Source: an optimization exercise on an open RTL-to-GDS flow (aim: small area, a short achievable clock period and few clock cycles per item). Production flows keep margins and buffers that such runs may drop. Only simulation tests tie the RTL to the original design; equivalence was not proved.

==> build 43: inputs <==
## ina3221_rcu
module ina3221_rcu #(
    parameter [6:0] DEV_ADDR = 7'h40
) (
    input  wire        clk,
    input  wire        rst,
    input  wire        cmd_valid,
    output wire        cmd_ready,
    input  wire [47:0] cmd,
    output wire        rsp_valid,
    input  wire        rsp_ready,
    output wire [79:0] rsp,
    output wire        tr_req_valid,
    output wire        tr_req_write,
    output wire [6:0]  tr_req_dev,
    output wire [7:0]  tr_req_reg,
    output wire [15:0] tr_req_wdata,
    input  wire        tr_ans_valid,
    input  wire        tr_ans_ok,
    input  wire [15:0] tr_ans_rdata,
    input  wire [7:0]  tr_ans_err,
    input  wire        pin_pv,
    input  wire        pin_crit,
    input  wire        pin_warn,
    input  wire        pin_tc,
    input  wire [15:0] shunt_r_mohm,
    output wire        inited_o,
    output wire [15:0] cfg_cache_o
);
Settings: LEC_CHECK=0, ABC_AREA=1, CAP_MARGIN=20, CORE_MARGIN=2, CORE_UTILIZATION=40, PLACE_DENSITY=0.6, SETUP_SLACK_MARGIN=5, SLEW_MARGIN=20; clock period 9.0 ns.
run.sh (not shown) runs the stock make flow with config.mk's settings and CLKGATE_MAP_FILE= SYNTH_SCRIPT=/design/flow/synth_recipe.tcl, a recipe that flattens the netlist after the stock synthesis.
==> build 48 (differences from build 43) <==
--- a/flow/design.v
+++ b/flow/design.v
@@ -102,48 +102,69 @@
         reg m_pd;
         begin
             m_pd = ~(w[0] | w[1]);
             desc = {m_pd, w[2] & ~m_pd, w[1], w[0],
                     ct_lut(w[5:3]), ct_lut(w[8:6]), avg_lut(w[11:9]),
                     w[2:0], w[5:3], w[8:6], w[11:9], w[12], w[13], w[14], w[15]};
         end
     endfunction
-    reg        s_idle, s_xfer, s_resp, s_x5, s_abs, s_div, s_neg, s_sdiv, s_sfix;
+    reg        s_idle, s_xfer, s_resp, s_x5, s_abs, s_div, s_neg, s_sdiv, s_sfix, s_fmt;
     reg        inited;
     reg [15:0] cfg_cache;
     reg        req_write;
     reg [7:0]  req_reg;
     reg [15:0] w;               
     reg [2:0]  status;
     reg [27:0] acc;             
     reg        sx;              
     reg        dmode;           
     reg [15:0] rem;             
     reg [4:0]  cnt;
     reg        neg;
     reg [15:0] rn;
     reg [3:0]  rz;
-    reg        q_curr, q_x5, q_set40, q_sum, q_cfgl, q_cfgw, q_iset;
+    reg        q_curr, q_x5, q_set40, q_sum, q_cfgl, q_cfgw, q_iset, q_desc, q_enc;
     reg [1:0]  q_kind;
     reg [3:0]  q_fbit;
     wire [15:0] a_L    = {tr_ans_rdata[7:0], tr_ans_rdata[15:8]};
     wire [27:0] a_s16  = {{12{a_L[15]}}, a_L};
     reg [27:0] a_data;
     always @(*) begin
         case (q_kind)
             K_WORD: a_data = {12'd0, a_L};
             K_S16, K_X5: a_data = a_s16;
             default: a_data = {27'd0, a_L[q_fbit]};
         endcase
     end
-    wire [25:0] x5 = {acc[23:0], 2'b00} + acc[25:0];
+    function [32:0] sk_add(input [31:0] a, input [31:0] b, input cin);
+        reg [31:0] g, p, gg, pp;
+        integer l, i, j;
+        begin
+            g = a & b;
+            p = a ^ b;
+            gg = g;
+            pp = p;
+            gg[0] = g[0] | (p[0] & cin);
+            for (l = 0; l < 5; l = l + 1)
+                for (i = 0; i < 32; i = i + 1)
+                    if ((i >> l) & 1) begin
+                        j = ((i >> l) << l) - 1;
+                        gg[i] = gg[i] | (pp[i] & gg[j]);
+                        pp[i] = pp[i] & pp[j];
+                    end
+            sk_add = {gg[31], p ^ {gg[30:0], cin}};
+        end
+    endfunction
+    wire [32:0] x5_s = sk_add({6'd0, acc[23:0], 2'b00}, {6'd0, acc[25:0]}, 1'b0);
+    wire [25:0] x5   = x5_s[25:0];
     wire [16:0] d_sh = {rem, acc[27]};
-    wire [17:0] d_df = {1'b0, d_sh} - {2'b00, rn};
-    wire        d_ge = ~d_df[17];
+    wire [32:0] d_s  = sk_add({15'd0, d_sh}, {15'd0, 1'b1, ~rn}, 1'b1);
+    wire [16:0] d_df = d_s[16:0];
+    wire        d_ge = d_s[17];
     wire [15:0] d_r  = d_ge ? d_df[15:0] : d_sh[15:0];
     reg [2:0]  s5_r;
     reg [6:0]  s5_q;
     integer i;
     always @(*) begin
         s5_r = rem[2:0];
         for (i = 6; i >= 0; i = i - 1) begin
             s5_q[i] = (s5_r >= 3'd3) || (s5_r == 3'd2 && acc[21 + i]);
@@ -152,17 +173,18 @@
                 4'b001_0: s5_r = 3'd2; 4'b001_1: s5_r = 3'd3;
                 4'b010_0: s5_r = 3'd4; 4'b010_1: s5_r = 3'd0;
                 4'b011_0: s5_r = 3'd1; 4'b011_1: s5_r = 3'd2;
                 4'b100_0: s5_r = 3'd3; default:  s5_r = 3'd4;
             endcase
         end
     end
     wire        fx_c   = s_sfix && (w[2:0] == ~{3{neg}}) && (!q_set40 || rem[2:0] == 3'd4);
-    wire [28:0] fx_t   = ({1'b0, acc} ^ {29{neg}}) + {28'd0, neg & ~fx_c};
+    wire [32:0] fx_s   = sk_add({3'd0, {1'b0, acc} ^ {29{neg}}}, 32'd0, neg & ~fx_c);
+    wire [28:0] fx_t   = fx_s[28:0];
     wire [15:0] fx_w   = q_sum ? {fx_t[14:0], 1'b0} : {fx_t[12:0], 3'b000};
     wire ev_acc  = s_idle & cmd_valid;
     wire ev_ans  = s_xfer & tr_ans_valid;
     wire ev_fail = ev_ans & ~tr_ans_ok;
     wire ev_ok   = ev_ans & tr_ans_ok;
     wire ev_rd   = ev_ok & ~req_write;
     wire ev_take = s_resp & rsp_ready;
     wire x5_last = ~q_curr | (cnt[1:0] == 2'd3);
@@ -173,29 +195,29 @@
     wire e_chan  = d_legal & ~(d_init & ~inited) & d_chan & ~c_ch_ok;
     wire e_any   = e_ill | e_init | e_chan;
     wire g_local = ~e_any & d_local;
     wire g_set   = ~e_any & d_set;
     wire g_call  = ~e_any & ~d_local & ~d_set;
     wire [15:0] c_wword = (d_wsrc == 2'd1) ? 16'h8000 : (d_wsrc == 2'd2) ? 16'h0004 : c_word;
     wire [7:0]  c_info  = d_legal ? c_sel : c_op;
     wire        c_infod = ~d_legal | (d_chan & ~c_ch_ok);
-    wire        c_pin   = c_op[1] ? (c_op[0] ? pin_tc : pin_warn) : (c_op[0] ? pin_crit : pin_pv);
-    wire [27:0] c_desc  = desc(c_word);
-    wire [15:0] c_enc   = {c_word[0], c_word[1], c_word[2], c_word[3], c_word[6:4],
-                           c_word[9:7], c_word[12:10], c_word[15:13]};
-    wire [27:0] c_hi    = d_desc ? c_desc :
-                          d_enc  ? {12'd0, c_enc} :
-                          d_set  ? (c_arg[30:3] ^ {28{c_arg[31]}}) :
-                          d_local ? {27'd0, c_pin} : {12'd0, c_wword};
-    wire [27:0] c_acc   = {c_hi[27:8], c_infod ? c_info : c_hi[7:0]};
+    wire [27:0] c_u     = c_arg[30:3] ^ {28{c_arg[31]}};
+    wire [27:0] c_acc   = {c_u[27:8], c_infod ? c_info : c_u[7:0]};
+    wire [58:0] dh      = desc(w);
+    wire [15:0] l_enc   = {w[0], w[1], w[2], w[3], w[6:4], w[9:7], w[12:10], w[15:13]};
+    wire        l_pin   = q_fbit[1] ? (q_fbit[0] ? pin_tc : pin_warn) : (q_fbit[0] ? pin_crit : pin_pv);
+    wire [27:0] l_acc   = q_desc ? dh[27:0] : q_enc ? {12'd0, l_enc} : {27'd0, l_pin};
     wire [27:0] x5_ext  = {{2{x5[25]}}, x5};
-    wire acc_ld = ev_acc | s_sdiv | s_sfix | ev_fail | ev_rd | s_x5 | s_abs | s_div | s_neg;
+    wire ev_wr  = ev_ok & req_write;
+    wire acc_ld = ev_acc | s_fmt | s_sdiv | s_sfix | ev_fail | ev_ok | s_x5 | s_abs | s_div | s_neg;
     wire [27:0] acc_n =
         ({28{ev_acc}}  & c_acc) |
+        ({28{s_fmt}}   & l_acc) |
+        ({28{ev_wr}}   & {12'd0, w}) |
         ({28{s_sdiv}}  & {acc[20:0], s5_q}) |
         ({28{s_sfix}}  & {12'd0, fx_w}) |
         ({28{ev_fail}} & {20'd0, tr_ans_err}) |
         ({28{ev_rd}}   & a_data) |
         ({28{s_x5}}    & x5_ext) |
         ({28{s_abs}}   & {fx_t[9:0], 18'd0}) |
         ({28{s_div}}   & {acc[26:0], d_ge}) |
         ({28{s_neg}}   & fx_t[27:0]);
@@ -226,49 +248,53 @@
         if (acc_ld) acc <= acc_n;
         if (rem_ld) rem <= rem_n;
         if (cnt_ld) cnt <= cnt_n;
         if (ev_acc) begin
             req_write <= d_write;
             req_reg   <= d_reg;
             q_curr <= d_curr; q_x5 <= (d_kind == K_X5); q_set40 <= d_set40; q_sum <= d_sum;
             q_cfgl <= d_cfgl; q_cfgw <= d_cfgw; q_iset <= d_iset;
-            q_kind <= d_kind; q_fbit <= d_fbit;
-            dmode  <= g_local & d_desc;
+            q_kind <= d_kind; q_fbit <= d_local ? {2'b00, c_op[1:0]} : d_fbit;
+            q_desc <= d_desc; q_enc <= d_enc;
+            dmode  <= 1'b0;
         end
         if (ev_acc | s_sfix)
             w <= s_sfix ? fx_w : c_wword;
+        if (s_fmt)
+            dmode <= q_desc;
         if (ev_acc | ev_fail)
             status <= ev_fail ? 3'd2 : e_ill ? 3'd3 : e_init ? 3'd4 : e_chan ? 3'd1 : 3'd0;
         if (ev_acc | ev_rd | s_neg)
             sx <= (ev_rd & a_data[27]) | (s_neg & fx_t[28]);
         if (ev_acc | ev_ok)
             neg <= ev_ok ? a_L[15] : c_arg[31];
         if (ev_ok & (q_cfgl | q_cfgw))
             cfg_cache <= q_cfgl ? a_L : w;
         if (rst) begin
             s_idle <= 1'b1; s_xfer <= 1'b0; s_resp <= 1'b0; s_x5 <= 1'b0;
             s_abs <= 1'b0; s_div <= 1'b0; s_neg <= 1'b0; s_sdiv <= 1'b0; s_sfix <= 1'b0;
+            s_fmt <= 1'b0;
             inited <= 1'b0;
         end else begin
             if (ev_ok & q_iset) inited <= 1'b1;
             s_idle <= (s_idle & ~cmd_valid) | ev_take;
+            s_fmt  <= ev_acc & g_local;
             s_sdiv <= (ev_acc & g_set & d_set40) | (s_sdiv & ~sd_last);
             s_sfix <= (ev_acc & g_set & ~d_set40) | (s_sdiv & sd_last);
             s_xfer <= (ev_acc & g_call) | s_sfix | (s_xfer & ~tr_ans_valid);
             s_x5   <= (ev_ok & (q_curr | q_x5)) | (s_x5 & ~x5_last);
             s_abs  <= s_x5 & x5_last & q_curr;
             s_div  <= s_abs | (s_div & ~dv_last);
             s_neg  <= s_div & dv_last & neg;
-            s_resp <= (ev_acc & (e_any | g_local)) | ev_fail | (ev_ok & ~q_curr & ~q_x5) |
+            s_resp <= (ev_acc & e_any) | s_fmt | ev_fail | (ev_ok & ~q_curr & ~q_x5) |
                       (s_x5 & x5_last & ~q_curr) | (s_div & dv_last & ~neg) | s_neg |
                       (s_resp & ~rsp_ready);
         end
     end
-    wire [58:0] dh = desc(w);
     assign cmd_ready    = s_idle;
     assign rsp_valid    = s_resp;
     wire        err = status[0] | status[1];
     assign rsp          = {5'd0, status, acc[7:0] & {8{err}}, {5{sx}}, dmode ? dh[58:28] : {31{sx}}, acc};
     assign tr_req_valid = s_xfer;
     assign tr_req_write = req_write;
     assign tr_req_dev   = DEV_ADDR;
     assign tr_req_reg   = req_reg;
==> flow/flow/run.sh (new file) <==
#!/bin/bash
# The standard layout with a tighter repair target: repair_timing aims
# for a setup slack of MARGIN ns at the design's clock period.
set -euo pipefail
MARGIN=6
sed "s/SETUP_SLACK_MARGIN=[0-9.]*/SETUP_SLACK_MARGIN=$MARGIN/" standard.sh > standard_margin.sh
bash standard_margin.sh > standard.log 2>&1
==> flow/standard.sh (new file) <==
#!/bin/bash
# synth_recipe.tcl (not shown) runs the flow's synth.tcl, then flattens the netlist and writes it again
# the make line also repeats each setting of config.mk as NAME=value (left out here)
make -C /OpenROAD-flow-scripts/flow DESIGN_CONFIG=/design/flow/config.mk WORK_HOME=/design/flow/orfs CLKGATE_MAP_FILE= SYNTH_SCRIPT=/design/flow/synth_recipe.tcl "${@:-finish}"
removed: flow/run.sh
==> results.toml <==
[outcome]
status = "timing/DRC/antenna clean"

[route]
vias = 13800

[global_route]
grt_max_degree = 41
use_met3 = 0.0659

[worst_setup_path]
path_cells = "nor2_4, buf_4, buf_12, a21oi_2, o21ai_0, clkdlybuf4s50_1"

[layout]
final_common_cell = "nand2_1"
final_cell_mix = "nand2_1 (296), clkdlybuf4s50_1 (199), inv_1 (197)"

[pwr]
power_switching_uw = 829
seqPwrFrac = 0.354

[die]
chipWidth_um = 180
Source of the figures above: build 43

==> results.toml <==
[outcome]
status = "timing/DRC/antenna clean"

[pwr]
power_switching_mw = 1.06
seqPwrFrac = 0.298

[die]
chipWidth_um = 177

[global_route]
grt_max_degree = 43

[worst_setup_path]
path_cells = "buf_12, clkinv_8, nor2_4, inv_2, nor3_4, inv_2, buf_6, nor2_4, nor2_4, inv_2, buf_4, buf_6, nor2_4, o2111ai_2, nand2_2, buf_6, nand2_8, buf_6, o311ai_2, o2111ai_1"
Source of the figures above: build 48

Testbench counts of build 43, summed over its fixed seeds: cycles 30,117, ops 3,200.
Testbench counts of build 48, summed over its fixed seeds: cycles 30,295, ops 3,200.

==> static timing again, ports no longer ideal <==
No port has a modelled driver above. Below, the same layouts with a new extraction and two added sets of constraints. Step 1, drivers: a clkbuf_16 drives clk and a buf_2 each remaining input, both assumed. Step 2 adds t to the input delays and takes it off the output delays; t is the mean of the earliest and latest rising clock arrival at the registers after step 1. Input paths then give back, and output paths get back, about the clock's delay inside the block. Slacks: ideal ports / drivers / drivers and shift; pairs: ideal ports / drivers.
| run | t, ns | slack for setup (ns) | cell pins on the clock port's net |
|---|---|---|---|
| build 43 | 0.493 | 5.005 / 4.954 / 4.572 | 1 |
| build 48 | 0.506 | 5.175 / 5.173 / 4.668 | 1 |
After both steps setup and hold are still met in every run listed. The setup slack of build 48, which loses most, moves by -0.002 ns with the drivers and by -0.507 ns with both steps.
